Context: an optimization exercise on an open-source flow, tuned for small area, a short achievable clock period and few clock cycles per item. The choices shown serve that exercise and are no tape-out recipe. The RTL was checked by simulation tests, not by an equivalence proof against the original design. No activity file was given, so power comes from the tool's default toggle rates.

==> flow/design.v (outline; a module is shown in full before it is edited, if it fits) <==
// module datc_gain: 416 lines
// module dg_etree: 1305 lines
// module dg_mtree: 2338 lines
module datc_gain (
    input  wire        clk,
    input  wire        rst,
    input  wire        ctl_valid,
    input  wire        ctl_vol,        
    input  wire [1:0]  ctl_ch,         
    input  wire [15:0] ctl_arg,
    input  wire        blk_valid,
    output wire        blk_ready,
    input  wire [4:0]  blk_cnt,        
    input  wire [2:0]  blk_fmt,        
    input  wire        in_valid,
    output wire        in_ready,
    input  wire [63:0] in_data,        
    output wire        out_valid,
    input  wire        out_ready,
    output wire [31:0] out_data,
    output wire        out_last
);
  // ...
==> flow/run.sh <==
#!/bin/bash
# synth_recipe.tcl (not shown) runs the flow's synth.tcl, then flattens the netlist and writes it again
# the make line also repeats each setting of config.mk as NAME=value (left out here)
make -C /OpenROAD-flow-scripts/flow DESIGN_CONFIG=/design/flow/config.mk WORK_HOME=/design/flow/orfs CLKGATE_MAP_FILE= SYNTH_SCRIPT=/design/flow/synth_recipe.tcl finish
==> flow/config.mk <==
export PLATFORM = sky130hd
export DESIGN_NAME = datc_gain
export DESIGN_NICKNAME = datc_gain
export VERILOG_FILES = /design/flow/design.v
export SDC_FILE = /design/flow/constraint.sdc
export NUM_CORES = 4
export LEC_CHECK = 0
export CAP_MARGIN = 0
export CORE_MARGIN = 2
export CORE_UTILIZATION = 75
export SLEW_MARGIN = 0
==> flow/constraint.sdc <==
create_clock -name core_clock -period 12.5 [get_ports {clk}]
set_input_delay 2.5000 -clock core_clock [delete_from_list [all_inputs] [get_ports {clk}]]
set_output_delay 2.5000 -clock core_clock [all_outputs]
set_load 0.01 [all_outputs]
==> metrics.md, run 1 <==
| Metric | Value |
|---|---|
| Status | complete, no violations |
| Hold path start | sil_r[0] |
| CTS max path bufs | 3 |
| Final nets | 8423 |
| Largest Register | qs |
| Clk_skew | about 0.056 ns |
| XOR/XNOR Fraction of Synth Area | 0.0262 |
| Signal inverters | about 1000 |
| HPWL reported at the end of detailed placement | between 100 and 150 mm |
| H-tree Lvls | 3 |
| Primary FF master, synth | edfxtp_1 |
| Post-Route WL | 192 mm |
| Comb_multi_in | roughly 5200 |
| Fraction of layout cells with a size suffix above 1 | 0.0581 |
| Met1 wire length | approximately 70 mm |
| Final Cycle Share | 0.421 |
| CP top delay family | adder cells |
| Achievable clock frequency | ~190 MHz |
| ClkCell Share | 0.0388 |
| Max_slew headroom | 0.0166 |
| Post-synthesis simple-gate area fraction | 0.183 |
| TritonCTS clock tree | built |
| Wirelength per Cell | 22.7 microns |
| Seq pwr share | 0.248 |
| Seq power | ~3.9 mW |
| CP startpoint kind | flip-flop |
| Dpl ws | between 7 and 8 ns |
| Initial Util | 0.755 |
| Postcts setup bufs | 0 |
| All-Layer GR Usage | 0.418 |
| Clock power frac | 0.162 |
| FF+latch count, synth | approximately 690 |
| Signal buf overhead | 0.0263 |
| Worst reg2reg path endpoint | qc[24] |
| Adder-Cell Fraction of Synth Area | 0.302 |
| Worst-path maximum fanout | 25 |
| WP depth | 13 |
| WS Path Type | reg -> reg |
| FF/Latch Area | approximately 0.018 sq mm |
| Top flop regs | qs (48), qc (47) |
| # DRC | 0 |
| CORE AREA | roughly 0.090 sq mm |
Testbench counts, summed over its fixed seeds: cycles 13,301, blocks 384.
==> module datc_gain, before the edit <==
module datc_gain (
    input  wire        clk,
    input  wire        rst,
    input  wire        ctl_valid,
    input  wire        ctl_vol,        
    input  wire [1:0]  ctl_ch,         
    input  wire [15:0] ctl_arg,
    input  wire        blk_valid,
    output wire        blk_ready,
    input  wire [4:0]  blk_cnt,        
    input  wire [2:0]  blk_fmt,        
    input  wire        in_valid,
    output wire        in_ready,
    input  wire [63:0] in_data,        
    output wire        out_valid,
    input  wire        out_ready,
    output wire [31:0] out_data,
    output wire        out_last
);
    localparam ONE = 25'd16777216;    
    localparam W   = 10;              
    localparam J   = 30 / W;          
    reg        mute0, mute1, mute2;
    reg [15:0] vol0, vol1, vol2;
    wire wr = ctl_valid && ctl_ch != 2'd3;
    always @(posedge clk) begin
        if (rst) begin
            mute0 <= 1'b0; mute1 <= 1'b0; mute2 <= 1'b0;
            vol0  <= 16'd0; vol1 <= 16'd0; vol2 <= 16'd0;
        end else if (wr) begin
            if (ctl_vol) begin
                case (ctl_ch)
                    2'd0: vol0 <= ctl_arg[15] ? ctl_arg : 16'd0;
                    2'd1: vol1 <= ctl_arg[15] ? ctl_arg : 16'd0;
                    default: vol2 <= ctl_arg[15] ? ctl_arg : 16'd0;
                endcase
            end else begin
                case (ctl_ch)
                    2'd0: mute0 <= ctl_arg[0];
                    2'd1: mute1 <= ctl_arg[0];
                    default: mute2 <= ctl_arg[0];
                endcase
            end
        end
    end
    reg [1:0]  sil_r;
    reg [1:0]  le;                 
    reg        wr_d;
    reg [1:0]  dirty;
    reg        eb;                 
    reg        ec;                 
    reg [14:0] mask;               
    reg        mnz;                
    reg [29:0] cf;                 
    reg        one;                
    reg [29:0] ea;                 
    reg [29:0] ss, sc;             
    reg        cb;                 
    reg [1:0]  ej;                 
    reg        rs;                 
    reg [24:0] tdb0, tdb1;         
    reg [1:0]  fx;                 
    reg [40:0] ga0, ga1;           
    reg [41:0] st0, st1;           
    reg [3:0]  rm0, rm1;           
    reg        sg0, sg1;           
    reg [4:0]  nbN;
    reg [2:0]  fmt;
    reg [4:0]  fleft;              
    reg [1:0]  rl;                 
    reg [2:0]  ph0, ph1;           
    reg        sw0, sw1;           
    reg [1:0]  ssil;               
    reg        needdiv;
    reg [5:0]  dvc;
    reg        dv1;                
    reg        act;
    reg        pend;
    reg [4:0]  wcnt;
    reg [4:0]  N;
    reg [23:0] smp;
    reg        sv, sch, sf16;
    reg        in_ready_r, blk_ready_r;
    reg        p1v, p1last, p1f16;
    reg        ov, olast, of16;
    reg [23:0] oy;
    reg        kv, klast, kf16;
    reg [23:0] ky;
    assign blk_ready = blk_ready_r;
    assign in_ready  = in_ready_r;
    assign out_valid = ov;
    assign out_last  = olast;
    assign out_data  = of16 ? {oy[15:0], 16'd0} : {oy, 8'd0};
    wire       go     = ~kv;
    wire       pop    = ov & out_ready;
    wire [5:0] w2N    = {N, 1'b0};
    wire       want_s = act & ({1'b0, wcnt} < w2N);
    wire       ich    = wcnt[0];
    wire       nbwait = ~pend & (needdiv | (dvc != 6'd0) | (ich ? rl[1] : rl[0]));
    wire       iss_s  = go & want_s & sv & ~nbwait;
    wire       iss_p  = go & act & ~want_s;
    wire       iss    = iss_s | iss_p;
    wire       lastw  = wcnt == 5'd31;
    wire       fin    = act & iss & lastw;
    wire       accb   = blk_valid & blk_ready_r;
    wire       capR   = in_ready_r & in_valid;
    wire       capL   = ~in_ready_r & in_valid & (fleft != 5'd0) & (~sv | iss_s);
    wire       nz     = blk_cnt != 5'd0;
    wire       estart = ~eb & (dirty != 2'd0) & (rl == 2'd0) & ~wr_d;
    wire       esel   = ~dirty[0];
    wire [15:0] vsel  = esel ? vol1 : vol0;
    wire signed [16:0] atts = $signed({vol2[15], vol2}) + $signed({vsel[15], vsel});
    wire        les   = atts <= -17'sd32768;
    wire [14:0] natts = ~atts[14:0] + 15'd1;
    wire [1:0] dset;
    assign dset[0] = wr & ctl_vol & (ctl_ch == 2'd0 || ctl_ch == 2'd2);
    assign dset[1] = wr & ctl_vol & (ctl_ch == 2'd1 || ctl_ch == 2'd2);
    wire [1:0] dclr   = estart ? (esel ? 2'b10 : 2'b01) : 2'b00;
    wire       edone  = eb & ~mnz;
    wire [24:0] te0 = ssil[0] ? 25'd0 : tdb0;
    wire [24:0] te1 = ssil[1] ? 25'd0 : tdb1;
    localparam PI = 3'd0, PF1 = 3'd1, PF2 = 3'd2, PS1 = 3'd3, PS2 = 3'd4, PRF = 3'd5;
    function [2:0] phnext(input [2:0] ph, input start, input fxp, input n16);
        case (ph)
            PI:      phnext = start ? (fxp ? PF1 : (n16 ? PRF : PS1)) : PI;
            PF1:     phnext = PF2;
            PF2:     phnext = n16 ? PRF : PS1;
            PS1:     phnext = PS2;
            default: phnext = PI;
        endcase
    endfunction
    wire       kv_n    = kv ? ~pop : (p1v & ov & ~pop);
    wire       go_n    = ~kv_n;
    wire       act_n   = accb | (fin ? pend : act);
    wire       pend_n  = accb ? (act & ~fin) : (fin ? 1'b0 : pend);
    wire [4:0] wcnt_n  = (accb & (~act | fin)) ? 5'd0 : (iss ? wcnt + 5'd1 : wcnt);
    wire [4:0] N_n     = (accb & (~act | fin)) ? blk_cnt : ((fin & pend) ? nbN : N);
    wire       fin0    = (ph0 == PRF) | (ph0 == PS2);
    wire       fin1    = (ph1 == PRF) | (ph1 == PS2);
    wire [1:0] rl_n    = accb ? {nz, nz} : (rl & ~{fin1, fin0});
    wire [1:0] fx_n    = dv1 ? ~{sg1, sg0} : (fx & ~{ph1 == PF2, ph0 == PF2});
    wire       nd_n    = accb ? (nz & (blk_cnt != 5'd16)) : (needdiv & (rl != 2'd0));
    wire [5:0] dvc_n   = (needdiv & (rl == 2'd0)) ? 6'd41 : ((dvc != 6'd0) ? dvc - 6'd1 : 6'd0);
    wire       n16_n   = accb ? (blk_cnt == 5'd16) : (nbN == 5'd16);
    wire [4:0] fleft_n = accb ? blk_cnt : (fleft - {4'd0, capR});
    wire       sv_n    = capR | capL | (sv & ~iss_s);
    wire       sch_n   = capR ? 1'b1 : (capL ? 1'b0 : sch);
    wire       eb_n    = estart | (eb & ~edone);
    wire [1:0] dirty_n = (dirty & ~dclr) | dset;
    wire       wr_d_n  = wr;
    wire       act_a0   = fin ? pend : act;
    wire       pend_a0  = fin ? 1'b0 : pend;
    wire       pend_a1  = act & ~fin;
    wire [4:0] wcnt_a0  = iss ? wcnt + 5'd1 : wcnt;
    wire [4:0] wcnt_a1  = pend_a1 ? wcnt_a0 : 5'd0;
    wire [4:0] N_a0     = (fin & pend) ? nbN : N;
    wire [4:0] N_a1     = pend_a1 ? N : blk_cnt;
    wire [1:0] rl_a0    = rl & ~{fin1, fin0};
    wire       nd_a0    = needdiv & (rl != 2'd0);
    wire       nd_a1    = nz & (blk_cnt != 5'd16);
    wire [5:0] w2N_a0   = {N_a0, 1'b0};
    wire [5:0] w2N_a1   = {N_a1, 1'b0};
    wire       f0_a0    = ~pend_a0 | (N_a0 == 5'd0) | ({1'b0, wcnt_a0} > w2N_a0 - 6'd2);
    wire       f1_a0    = ~pend_a0 | (N_a0 == 5'd0) | ({1'b0, wcnt_a0} > w2N_a0 - 6'd1);
    wire       f0_a1    = ~pend_a1 | (N == 5'd0) | ({1'b0, wcnt_a0} > {N, 1'b0} - 6'd2);
    wire       f1_a1    = ~pend_a1 | (N == 5'd0) | ({1'b0, wcnt_a0} > {N, 1'b0} - 6'd1);
    wire       st0_n    = accb ? (nz & f0_a1) : (rl_a0[0] & f0_a0);
    wire       st1_n    = accb ? (nz & f1_a1) : (rl_a0[1] & f1_a0);
    wire       ws_a0    = act_a0 & ({1'b0, wcnt_a0} < w2N_a0) &
                          ~(~pend_a0 & (nd_a0 | (dvc_n != 6'd0) | (wcnt_a0[0] ? rl_a0[1] : rl_a0[0])));
    wire       ws_a1    = ({1'b0, wcnt_a1} < w2N_a1) &
                          ~(~pend_a1 & (nd_a1 | (dvc_n != 6'd0) | nz));
    wire       in_ready_n  = sv_n & ~sch_n & go_n & (accb ? ws_a1 : ws_a0);
    wire       irdy_a0  = sv_n & ~sch_n & go_n & ws_a0;
    wire [4:0] fleft_a0 = fleft - {4'd0, capR};
    wire       blk_ready_n = ~accb & ~estart & (eb ? edone : 1'b1) & (((dirty & ~dclr) | dset) == 2'd0) & ~wr &
                             ~pend_a0 & (rl_a0 == 2'd0) & ~nd_a0 & (dvc_n == 6'd0) &
                             (~act_a0 | (wcnt_a0[4:1] == 4'b1111)) &
                             ((fleft_a0 == 5'd0) | ((fleft_a0 == 5'd1) & irdy_a0));
    always @(posedge clk) begin
        if (rst) begin
            sil_r <= 2'b00; wr_d <= 1'b0; le <= 2'b00;
            dirty <= 2'b00; eb <= 1'b0;
            tdb0 <= ONE; tdb1 <= ONE;
            fx <= 2'b00;
            fleft <= 5'd0; rl <= 2'b00; ph0 <= PI; ph1 <= PI; needdiv <= 1'b0; dvc <= 6'd0; dv1 <= 1'b0;
            act <= 1'b0; pend <= 1'b0; wcnt <= 5'd0; N <= 5'd0;
            sv <= 1'b0;
            in_ready_r <= 1'b0; blk_ready_r <= 1'b0;
            p1v <= 1'b0; ov <= 1'b0; kv <= 1'b0;
        end else begin
            sil_r <= {mute2 | mute1 | le[1], mute2 | mute0 | le[0]};
            if (estart) begin
                if (esel) le[1] <= lesr;
                else      le[0] <= lesr;
            end
            wr_d  <= wr_d_n;
            dirty <= dirty_n;
            eb    <= eb_n;
            fleft <= fleft_n;
            rl    <= rl_n;
            ph0   <= phnext(ph0, st0_n, fx_n[0], n16_n);
            ph1   <= phnext(ph1, st1_n, fx_n[1], n16_n);
            fx    <= fx_n;
            needdiv <= nd_n;
            dvc   <= dvc_n;
            dv1   <= dvc_n == 6'd1;
            act   <= act_n;
            pend  <= pend_n;
            wcnt  <= wcnt_n;
            N     <= N_n;
            sv    <= sv_n;
            in_ready_r  <= in_ready_n;
            blk_ready_r <= blk_ready_n;
            if (go) p1v <= iss;
            kv    <= kv_n;
            if (kv) begin
                if (pop) ov <= 1'b1;
            end else if (p1v) begin
                ov <= 1'b1;
            end else if (pop) begin
                ov <= 1'b0;
            end
            if (edone) begin
                if (ec) tdb1 <= one ? ONE : {1'b0, eacc[29:6]};
                else    tdb0 <= one ? ONE : {1'b0, eacc[29:6]};
            end
        end
    end
    reg  [14:0] mstart;
    reg         lesr;
    always @(posedge clk) begin
        mstart <= les ? 15'd0 : natts;
        lesr   <= les;
    end
    wire [14:0] mrest  = mask & (mask - 15'd1);
    function [29:0] romc(input [14:0] m);    
        reg [14:0] l;
        begin
            l = m & (~m + 15'd1);
            romc = 30'd0;
            if (l[0])  romc = romc | 30'd1073259045;
            if (l[1])  romc = romc | 30'd1072776484;
            if (l[2])  romc = romc | 30'd1071812012;
            if (l[3])  romc = romc | 30'd1069885668;
            if (l[4])  romc = romc | 30'd1066043361;
            if (l[5])  romc = romc | 30'd1058400094;
            if (l[6])  romc = romc | 30'd1043277569;
            if (l[7])  romc = romc | 30'd1013677647;
            if (l[8])  romc = romc | 30'd956973408;
            if (l[9])  romc = romc | 30'd852903448;
            if (l[10]) romc = romc | 30'd677485290;
            if (l[11]) romc = romc | 30'd427464319;
            if (l[12]) romc = romc | 30'd170176611;
            if (l[13]) romc = romc | 30'd26971175;
            if (l[14]) romc = romc | 30'd677485;
        end
    endfunction
    wire        ej0  = ej == 2'd0;
    wire [30:0] eres = {ss, 1'b1} + {sc, cb};
    wire [29:0] eacc = rs ? ea : eres[30:1];
    wire [39:0] tS, tC;
    dg_etree etree (.ss(ej0 ? 30'd0 : ss), .sc(ej0 ? 30'd0 : sc), .cb(cb & ~ej0),
                    .cf(cf), .a(ea[9:0]), .S(tS), .C(tC));
    wire [10:0] tlow = {1'b0, tS[9:0]} + {1'b0, tC[9:0]};
    wire [14:0] m1st = mstart & (mstart - 15'd1);
    always @(posedge clk) begin
        if (estart) begin
            ec   <= esel;
            one  <= mstart == 15'd0;
            ea   <= romc(mstart);
            mask <= m1st;
            mnz  <= m1st != 15'd0;
            cf   <= romc(m1st);
            rs   <= 1'b1;
            ej   <= 2'd0;
        end else if (eb && mnz) begin
            if (ej == 2'd3) begin
                ea   <= eres[30:1];
                rs   <= 1'b1;
                ej   <= 2'd0;
            end else begin
                ss   <= tS[39:10];
                sc   <= tC[39:10];
                cb   <= tlow[10];
                ea   <= ea >> 10;
                ej   <= ej + 2'd1;
                if (ej == 2'd2) begin
                    rs   <= 1'b0;
                    mask <= mrest;
                    mnz  <= mrest != 15'd0;
                    cf   <= romc(mrest);
                end
            end
        end
    end
    wire [24:0] gh0 = ga0[40:16];
    wire [24:0] gh1 = ga1[40:16];
    wire [25:0] ds0 = (sw0 ? {1'b0, gh0} : {1'b0, te0}) - (sw0 ? {1'b0, te0} : {1'b0, gh0});
    wire [25:0] ds1 = (sw1 ? {1'b0, gh1} : {1'b0, te1}) - (sw1 ? {1'b0, te1} : {1'b0, gh1});
    wire [42:0] ar0 = {1'b0, ga0, 1'b1} + {st0, sg0};
    wire [42:0] ar1 = {1'b0, ga1, 1'b1} + {st1, sg1};
    wire [41:0] r0  = ar0[42:1];
    wire [41:0] r1  = ar1[42:1];
    wire [4:0] dt0 = {rm0, st0[40]};
    wire [4:0] dt1 = {rm1, st1[40]};
    wire       ge0 = dt0 >= nbN;
    wire       ge1 = dt1 >= nbN;
    wire [4:0] dd0 = dt0 - nbN;
    wire [4:0] dd1 = dt1 - nbN;
    wire       dstep = dvc != 6'd0;
    always @(posedge clk) begin
        if (rst) begin
            ga0 <= {ONE, 16'd0};
            ga1 <= {ONE, 16'd0};
            sw0 <= 1'b0;
            sw1 <= 1'b0;
        end else begin
            if ((ph0 == PF2) | (iss_s & ~ich))
                ga0 <= r0[40:0];
            else if (fin0)
                ga0 <= {gh0, 16'd0};
            if ((ph1 == PF2) | (iss_s & ich))
                ga1 <= r1[40:0];
            else if (fin1)
                ga1 <= {gh1, 16'd0};
            if (ph0 == PS1) sw0 <= ds0[25];
            else if (ph0 == PS2) sw0 <= 1'b0;
            if (ph1 == PS1) sw1 <= ds1[25];
            else if (ph1 == PS2) sw1 <= 1'b0;
        end
    end
    always @(posedge clk) begin
        if (accb)
            ssil <= sil_r;
        if (ph0 == PRF) begin
            st0 <= {{4{ds0[25]}}, ds0, 12'd0};
            sg0 <= 1'b0;
        end else if (ph0 == PF1) begin
            st0 <= 42'h0ffff;
            sg0 <= 1'b0;
        end else if (ph0 == PS2) begin
            st0 <= {ds0, 16'd0};
            sg0 <= sw0;
            rm0 <= 4'd0;
        end else if (dstep) begin
            st0 <= {sg0, st0[39:0], ge0 ^ sg0};
            rm0 <= ge0 ? dd0[3:0] : dt0[3:0];
        end
        if (ph1 == PRF) begin
            st1 <= {{4{ds1[25]}}, ds1, 12'd0};
            sg1 <= 1'b0;
        end else if (ph1 == PF1) begin
            st1 <= 42'h0ffff;
            sg1 <= 1'b0;
        end else if (ph1 == PS2) begin
            st1 <= {ds1, 16'd0};
            sg1 <= sw1;
            rm1 <= 4'd0;
        end else if (dstep) begin
            st1 <= {sg1, st1[39:0], ge1 ^ sg1};
            rm1 <= ge1 ? dd1[3:0] : dt1[3:0];
        end
    end
    wire [31:0] cont = capR ? (fmt[0] ? in_data[63:32] : in_data[31:0]) : in_data[31:0];
    wire [23:0] ext  = !fmt[1] ? {{8{cont[15]}}, cont[15:0]} :
                       fmt[2]  ? cont[31:8] : cont[23:0];
    always @(posedge clk) begin
        if (accb)
            fmt <= blk_fmt;
        if (accb)
            nbN <= blk_cnt;
        if (capR | capL) begin
            smp  <= ext;
            sch  <= capR;
            sf16 <= !fmt[1];
        end
    end
    reg  [24:0] g;                 
    always @(posedge clk)
        g <= wcnt_n[0] ? ga1[40:16] : ga0[40:16];
    wire [47:0] mS, mC;
    dg_mtree mtree (.s(smp), .g(g), .S(mS), .C(mC));
    reg        p1z;
    reg [47:0] qs, qc;
    always @(posedge clk) begin
        if (go) begin
            p1last <= lastw;
            p1f16  <= sf16;
            p1z    <= ~iss_s;
            qs     <= mS;
            qc     <= mC;
        end
    end
    wire [47:0] tsum = qs + qc;
    wire [23:0] y    = p1z ? 24'd0 : tsum[47:24];
    always @(posedge clk) begin
        if (kv) begin
            if (pop) begin
                oy    <= ky;
                olast <= klast;
                of16  <= kf16;
            end
        end else if (p1v) begin
            if (~ov | pop) begin
                oy    <= y;
                olast <= p1last;
                of16  <= p1f16;
            end else begin
                ky    <= y;
                klast <= p1last;
                kf16  <= p1f16;
            end
        end
    end
endmodule
==> run 2: changes to the inputs <==
--- a/flow/design.v
+++ b/flow/design.v
@@ -75,4 +75,5 @@
     reg [5:0]  dvc;
     reg        dv1;                
+    reg        dvnz, dvgt1;        
     reg        act;
     reg        pend;
@@ -97,5 +98,5 @@
     wire       want_s = act & ({1'b0, wcnt} < w2N);
     wire       ich    = wcnt[0];
-    wire       nbwait = ~pend & (needdiv | (dvc != 6'd0) | (ich ? rl[1] : rl[0]));
+    wire       nbwait = ~pend & (needdiv | dvnz | (ich ? rl[1] : rl[0]));
     wire       iss_s  = go & want_s & sv & ~nbwait;
     wire       iss_p  = go & act & ~want_s;
@@ -141,5 +142,6 @@
     wire [1:0] fx_n    = dv1 ? ~{sg1, sg0} : (fx & ~{ph1 == PF2, ph0 == PF2});
     wire       nd_n    = accb ? (nz & (blk_cnt != 5'd16)) : (needdiv & (rl != 2'd0));
-    wire [5:0] dvc_n   = (needdiv & (rl == 2'd0)) ? 6'd41 : ((dvc != 6'd0) ? dvc - 6'd1 : 6'd0);
+    wire [5:0] dvc_n   = (needdiv & (rl == 2'd0)) ? 6'd41 : (dvnz ? dvc - 6'd1 : 6'd0);
+    wire       dvnz_n  = (needdiv & (rl == 2'd0)) | dvgt1;
     wire       n16_n   = accb ? (blk_cnt == 5'd16) : (nbN == 5'd16);
     wire [4:0] fleft_n = accb ? blk_cnt : (fleft - {4'd0, capR});
@@ -168,12 +170,12 @@
     wire       st1_n    = accb ? (nz & f1_a1) : (rl_a0[1] & f1_a0);
     wire       ws_a0    = act_a0 & ({1'b0, wcnt_a0} < w2N_a0) &
-                          ~(~pend_a0 & (nd_a0 | (dvc_n != 6'd0) | (wcnt_a0[0] ? rl_a0[1] : rl_a0[0])));
+                          ~(~pend_a0 & (nd_a0 | dvnz_n | (wcnt_a0[0] ? rl_a0[1] : rl_a0[0])));
     wire       ws_a1    = ({1'b0, wcnt_a1} < w2N_a1) &
-                          ~(~pend_a1 & (nd_a1 | (dvc_n != 6'd0) | nz));
+                          ~(~pend_a1 & (nd_a1 | dvnz_n | nz));
     wire       in_ready_n  = sv_n & ~sch_n & go_n & (accb ? ws_a1 : ws_a0);
     wire       irdy_a0  = sv_n & ~sch_n & go_n & ws_a0;
     wire [4:0] fleft_a0 = fleft - {4'd0, capR};
     wire       blk_ready_n = ~accb & ~estart & (eb ? edone : 1'b1) & (((dirty & ~dclr) | dset) == 2'd0) & ~wr &
-                             ~pend_a0 & (rl_a0 == 2'd0) & ~nd_a0 & (dvc_n == 6'd0) &
+                             ~pend_a0 & (rl_a0 == 2'd0) & ~nd_a0 & ~dvnz_n &
                              (~act_a0 | (wcnt_a0[4:1] == 4'b1111)) &
                              ((fleft_a0 == 5'd0) | ((fleft_a0 == 5'd1) & irdy_a0));
@@ -184,5 +186,5 @@
             tdb0 <= ONE; tdb1 <= ONE;
             fx <= 2'b00;
-            fleft <= 5'd0; rl <= 2'b00; ph0 <= PI; ph1 <= PI; needdiv <= 1'b0; dvc <= 6'd0; dv1 <= 1'b0;
+            fleft <= 5'd0; rl <= 2'b00; ph0 <= PI; ph1 <= PI; needdiv <= 1'b0; dvc <= 6'd0; dv1 <= 1'b0; dvnz <= 1'b0; dvgt1 <= 1'b0;
             act <= 1'b0; pend <= 1'b0; wcnt <= 5'd0; N <= 5'd0;
             sv <= 1'b0;
@@ -206,4 +208,6 @@
             dvc   <= dvc_n;
             dv1   <= dvc_n == 6'd1;
+            dvnz  <= dvnz_n;
+            dvgt1 <= dvc_n > 6'd1;
             act   <= act_n;
             pend  <= pend_n;
@@ -309,5 +313,5 @@
     wire [4:0] dd0 = dt0 - nbN;
     wire [4:0] dd1 = dt1 - nbN;
-    wire       dstep = dvc != 6'd0;
+    wire       dstep = dvnz;
     always @(posedge clk) begin
         if (rst) begin
--- a/flow/config.mk
+++ b/flow/config.mk
@@ -8,4 +8,4 @@
 export CAP_MARGIN = 0
 export CORE_MARGIN = 2
-export CORE_UTILIZATION = 75
+export CORE_UTILIZATION = 65
 export SLEW_MARGIN = 0
==> run 2 against run 1 <==
Compared with the run above:
- sequential cell count up 2
- critical path depth unchanged
- critical path type unchanged
- non-clock buffer count up 8
- register-to-register slack about the same
- clock skew down 0.026 ns
- sequential share of layout area down 0.25 points
- count of clock-buffer cells in the layout up 7
- total power up 6.9%
- die area up 17%
- final cell count up 3.8%
==> metrics.md, run 2 <==
| Metric | Value |
|---|---|
| Top flop regs | qs (48), qc (47) |
| Mux share of post-synthesis cell area | 0.0437 |
| Adder-Cell Fraction of Synth Area | 0.297 (-0.00462) |
| Dpl ws | 7.04 ns (-0.122 ns) |
| Most common library cells after synthesis | inv_1, fa_1, and2_1, nand2_1, a21oi_1 |
| Worst-path maximum fanout | 22 (-12%) |
| Initial Util | 0.654 (-0.101) |
| Commonest cells after routing, fill and taps aside | inv_1, fa_1, and2_1 |
| Number of flip-flops in the largest register | between 40 and 50 |
| Worst-path clk slew | about 0.060 ns |
| Final nets | 8532 (+1.3%) |
| FF/Latch Area | 0.0178 sq mm (+0.23%) |
| Synth Area in Compound Gates | 0.115 |
| Avg Inst Size Synth | a little over 9 sq um |
| XOR/XNOR Fraction of Synth Area | 0.0245 (-0.00174) |
| H-tree Lvls | 3 (unchanged) |
| WP data required | between 10 and 15 ns |
| Post-Route WL | 196 mm (+2.3%) |
| WS Path Type | reg -> reg |
| Max-Cap Viols | 0 |
| Pleak | around 31 nW |
| Violation count after the first detailed-routing iteration | roughly 4700 |
| Final Power | 16.6 mW |
| Drt via density | 6.12 |
| Synth warn | 1 |
| Hold_buf cts | 0 |
| Postcts setup bufs | 0 (unchanged) |
| Root Driver | clkbuf_16 |
| Syn Inst Count | 7366 |
| Leading post-synthesis cells by cell area | fa_1, edfxtp_1, dfxtp_1 |
| Ys async rst share | 0 |
| Hold Crit Class | reg -> reg |
| Sw frac | 0.463 |
| GRT overflow | 0 |
| Fraction of layout cells with a size suffix above 1 | 0.0577 (-0.000453) |
| Gate power share | 0.626 |
| Multi-input gate area | 0.0457 sq mm |
| Clock sinks | 695 |
| NetSw | roughly 7.7 mW |
| Layout filler cell count | 8429 |
| Largest family of logic cells by synthesized area | adder cells |
| RSZ-0062 raised after global routing | false |
| Fin. Hold Viols | 0 |
| First-pass GRT wire length | just over 300 mm |
| Status | complete, no violations |
| Post-Syn Area | 0.0686 sq mm |
| Io pins | roughly 130 |
| Clk_skew | 0.0296 ns (-0.0265 ns) |
| Fin Setup TNS | 0 ns |
| Least-Margin Pin Slew | 1.34 ns |
| HPWL reported at the end of detailed placement | 144 mm (+3.8%) |
| Post-synth EDFFs | between 300 and 400 |
| Clock power frac | 0.145 (-0.017) |
| Post-CTS sizing | 0 |
| FF+latch count, synth | 695 (+0.29%) |
| Wirelength per Cell | 22.4 microns (-1.4%) |
| Pint | between 8 and 9 mW |
| PwrDens | about 230 mW/mm^2 |
| Routed Antenna Nets | 0 |
| Initial antenna violation count | 9 |
| Largest Register | qs |
| Sequential-to-total area share from yosys stat | 0.259 |
| Largest net degree at the start of global routing | 100 |
| Area Growth Syn to Fin | 7.26% |
| RR Startpoint | dirty[0] |
| Die Area | about 0.11 sq mm |
| Commonest non-fill, non-tap cell in the layout | inv_1 |
| Most common cell in the netlist | inv_1 |
| Rows | around 120 |
| # DRC | 0 (unchanged) |
| Router iterations before antenna repair | 6 |
| CTS Buf Count | a little over 80 |
| Later-pin clock latency in the skew report | 0.67 ns |
| Post-synthesis simple-gate area fraction | 0.183 (+0.000398) |
| Primary FF master, synth | edfxtp_1 |
| Max_slew headroom | 0.104 (+0.0875) |
| Achievable clock frequency | 190 MHz (about the same) |
| CORE AREA | 0.105 sq mm (+17%) |
| Area leader, netlist | fa_1 |
| Hold path start | sil_r[1] |
| Final setup fails | 0 |
| Worst vdd ir | 0.000251 V |
| Final Cycle Share | 0.422 (about the same) |
| Yosys top cell area share | 0.238 |
| Crit path from | dirty[0] |
| Vert. Die Dim | between 300 and 400 microns |
| Crit path arrival time | slightly below 6 ns |
| All-Layer GR Usage | 0.365 (-0.0534) |
| Final Wtd Congestion | approximately 0.96 |
| Fin. max-slew vios | 0 |
| Post-synthesis cell type count | 92 |
| Vias in the first global route | about 54000 |
| Vias | approximately 54000 |
| PortBufs | about 120 |
| Seq pwr share | 0.229 (-0.019) |
| Tmin final | between 5 and 6 ns |
| Die width | 329 microns |
| CP startpoint kind | flip-flop |
| Crit. End Element | flip-flop |
| CTS max path bufs | 3 (unchanged) |
| Final worst setup slack | approximately 7.2 ns |
| TritonCTS clock tree | built |
run 2: cell count changes after synthesis, moves of 13 or more:
| cell | previous run | this run |
|---|---|---|
| a21oi_1 | 459 | 446 |
| a31oi_1 | 67 | 35 |
| clkbuf_1 | 318 | 339 |
| inv_1 | 986 | 1000 |
| mux2i_1 | 87 | 116 |
| nand2_1 | 702 | 676 |
| nand3_1 | 162 | 190 |
| o21ai_0 | 200 | 228 |
| o22ai_1 | 12 | 29 |
| xor2_1 | 81 | 68 |
run 2: worst max-delay path, stage by stage (launching register included):
cell,delay (ns)
dfxtp_1,0.96
mux2_2,0.42
ha_1,0.21
fa_1,0.43
a21o_1,0.17
a21oi_1,0.27
o211ai_1,0.16
xnor2_1,0.26
nand3_1,0.17
nor4_1,0.62
a31oi_1,0.17
o32a_1,0.32
a21oi_1,0.84
nor2_1,0.12
run 2: power by group through the flow:
stage | clock network [mW] | registers, mW | logic, mW
after floorplan | 0 | 3.63 | 7.48
after detailed placement | 0 | 3.84 | 10.3
after global routing | 2.52 | 3.85 | 11.8
after global placement | 0 | 3.83 | 9.93
final | 2.41 | 3.81 | 10.4
after CTS | 2.44 | 3.80 | 10.4
run 2: per-layer routing:
layer,global-route usage,vias to the layer above,wire [microns],share of wire
met5,0,-,35,0.00018
met4,0.142,6,8310,0.042
met3,0.0785,498,17900,0.091
met2,0.585,2294,90500,0.46
met1,0.487,26600,79300,0.40
li1,-,24200,-,-
run 2: path summary, 6_finish.rpt:
| kind | endpoint | slack (ns) | cells after the start |
|---|---|---|---|
| max | mstart[4] | 7.23 | 13 |
| min | ssil[1] | 0.40 | 0 |
| max reg2reg | mstart[4] | 7.23 | 13 |
| min reg2reg | ssil[1] | 0.40 | 0 |
run 2: through the flow:
step           std cells   util  hold slack, ns  cell area (sq um)
5_1_grt             8759  0.701           0.419              73600
2_1_floorplan       7373      -           0.386              68700
6_report            8761  0.701           0.403              73600
4_1_cts             8759  0.701           0.405              73600
3_5_place_dp        8610  0.676           0.393              71000
3_3_place_gp        8610  0.676           0.395              71000
run 2: cell families (layout without fill, tap and decap cells):
kind of cell | after synthesis | after routing
XOR/XNOR | 192 | 192
adder cells (fa/ha/maj) | 1144 | 1144
other | 1 | 10
buffers and inverters | 1377 | 1372
multiplexers | 255 | 255
flip-flops | 695 | 695
AO/OA/AOI/OAI | 1253 | 1253
AND/OR/NAND/NOR | 2449 | 2449
run 2: layout make-up:
class	instances	area share
timing repair buffer	221	0.0268
inverter	1002	0.0511
antenna	2	0.0000680
sequential	695	0.242
tap	1391	0.0236
multi-input combinational	5301	0.621
clock buffer	112	0.0309
clock inverter	37	0.00493
Testbench counts of run 2, summed over its fixed seeds: cycles 13,301, blocks 384.

afterwards: timing with drivers on the ports:
In the flow no input, the clock included, has a driving cell. The finished layouts below were timed again as built, in two steps. Step 1: set_driving_cell puts a clkbuf_16 on clk and a buf_2 on each other input, an assumption about the parent block. Step 2, shift: input delay + t, output delay - t, t = (earliest + latest rising clock arrival at the registers) / 2. This alone moves slack from input paths to output paths. Slacks: ideal ports / drivers / drivers and shift; pairs: ideal ports / drivers.
run	t (ns)	setup WS [ns]	clock arrival spread, ns
run 1	0.734	7.233 / 7.233 / 6.893	0.056 / 0.057
run 2	0.738	7.231 / 7.231 / 6.975	0.034 / 0.034
After both steps setup and hold are still met in every run listed. The setup slack of run 1, which loses most, moves by 0.000 ns with the drivers and by -0.340 ns with both steps.
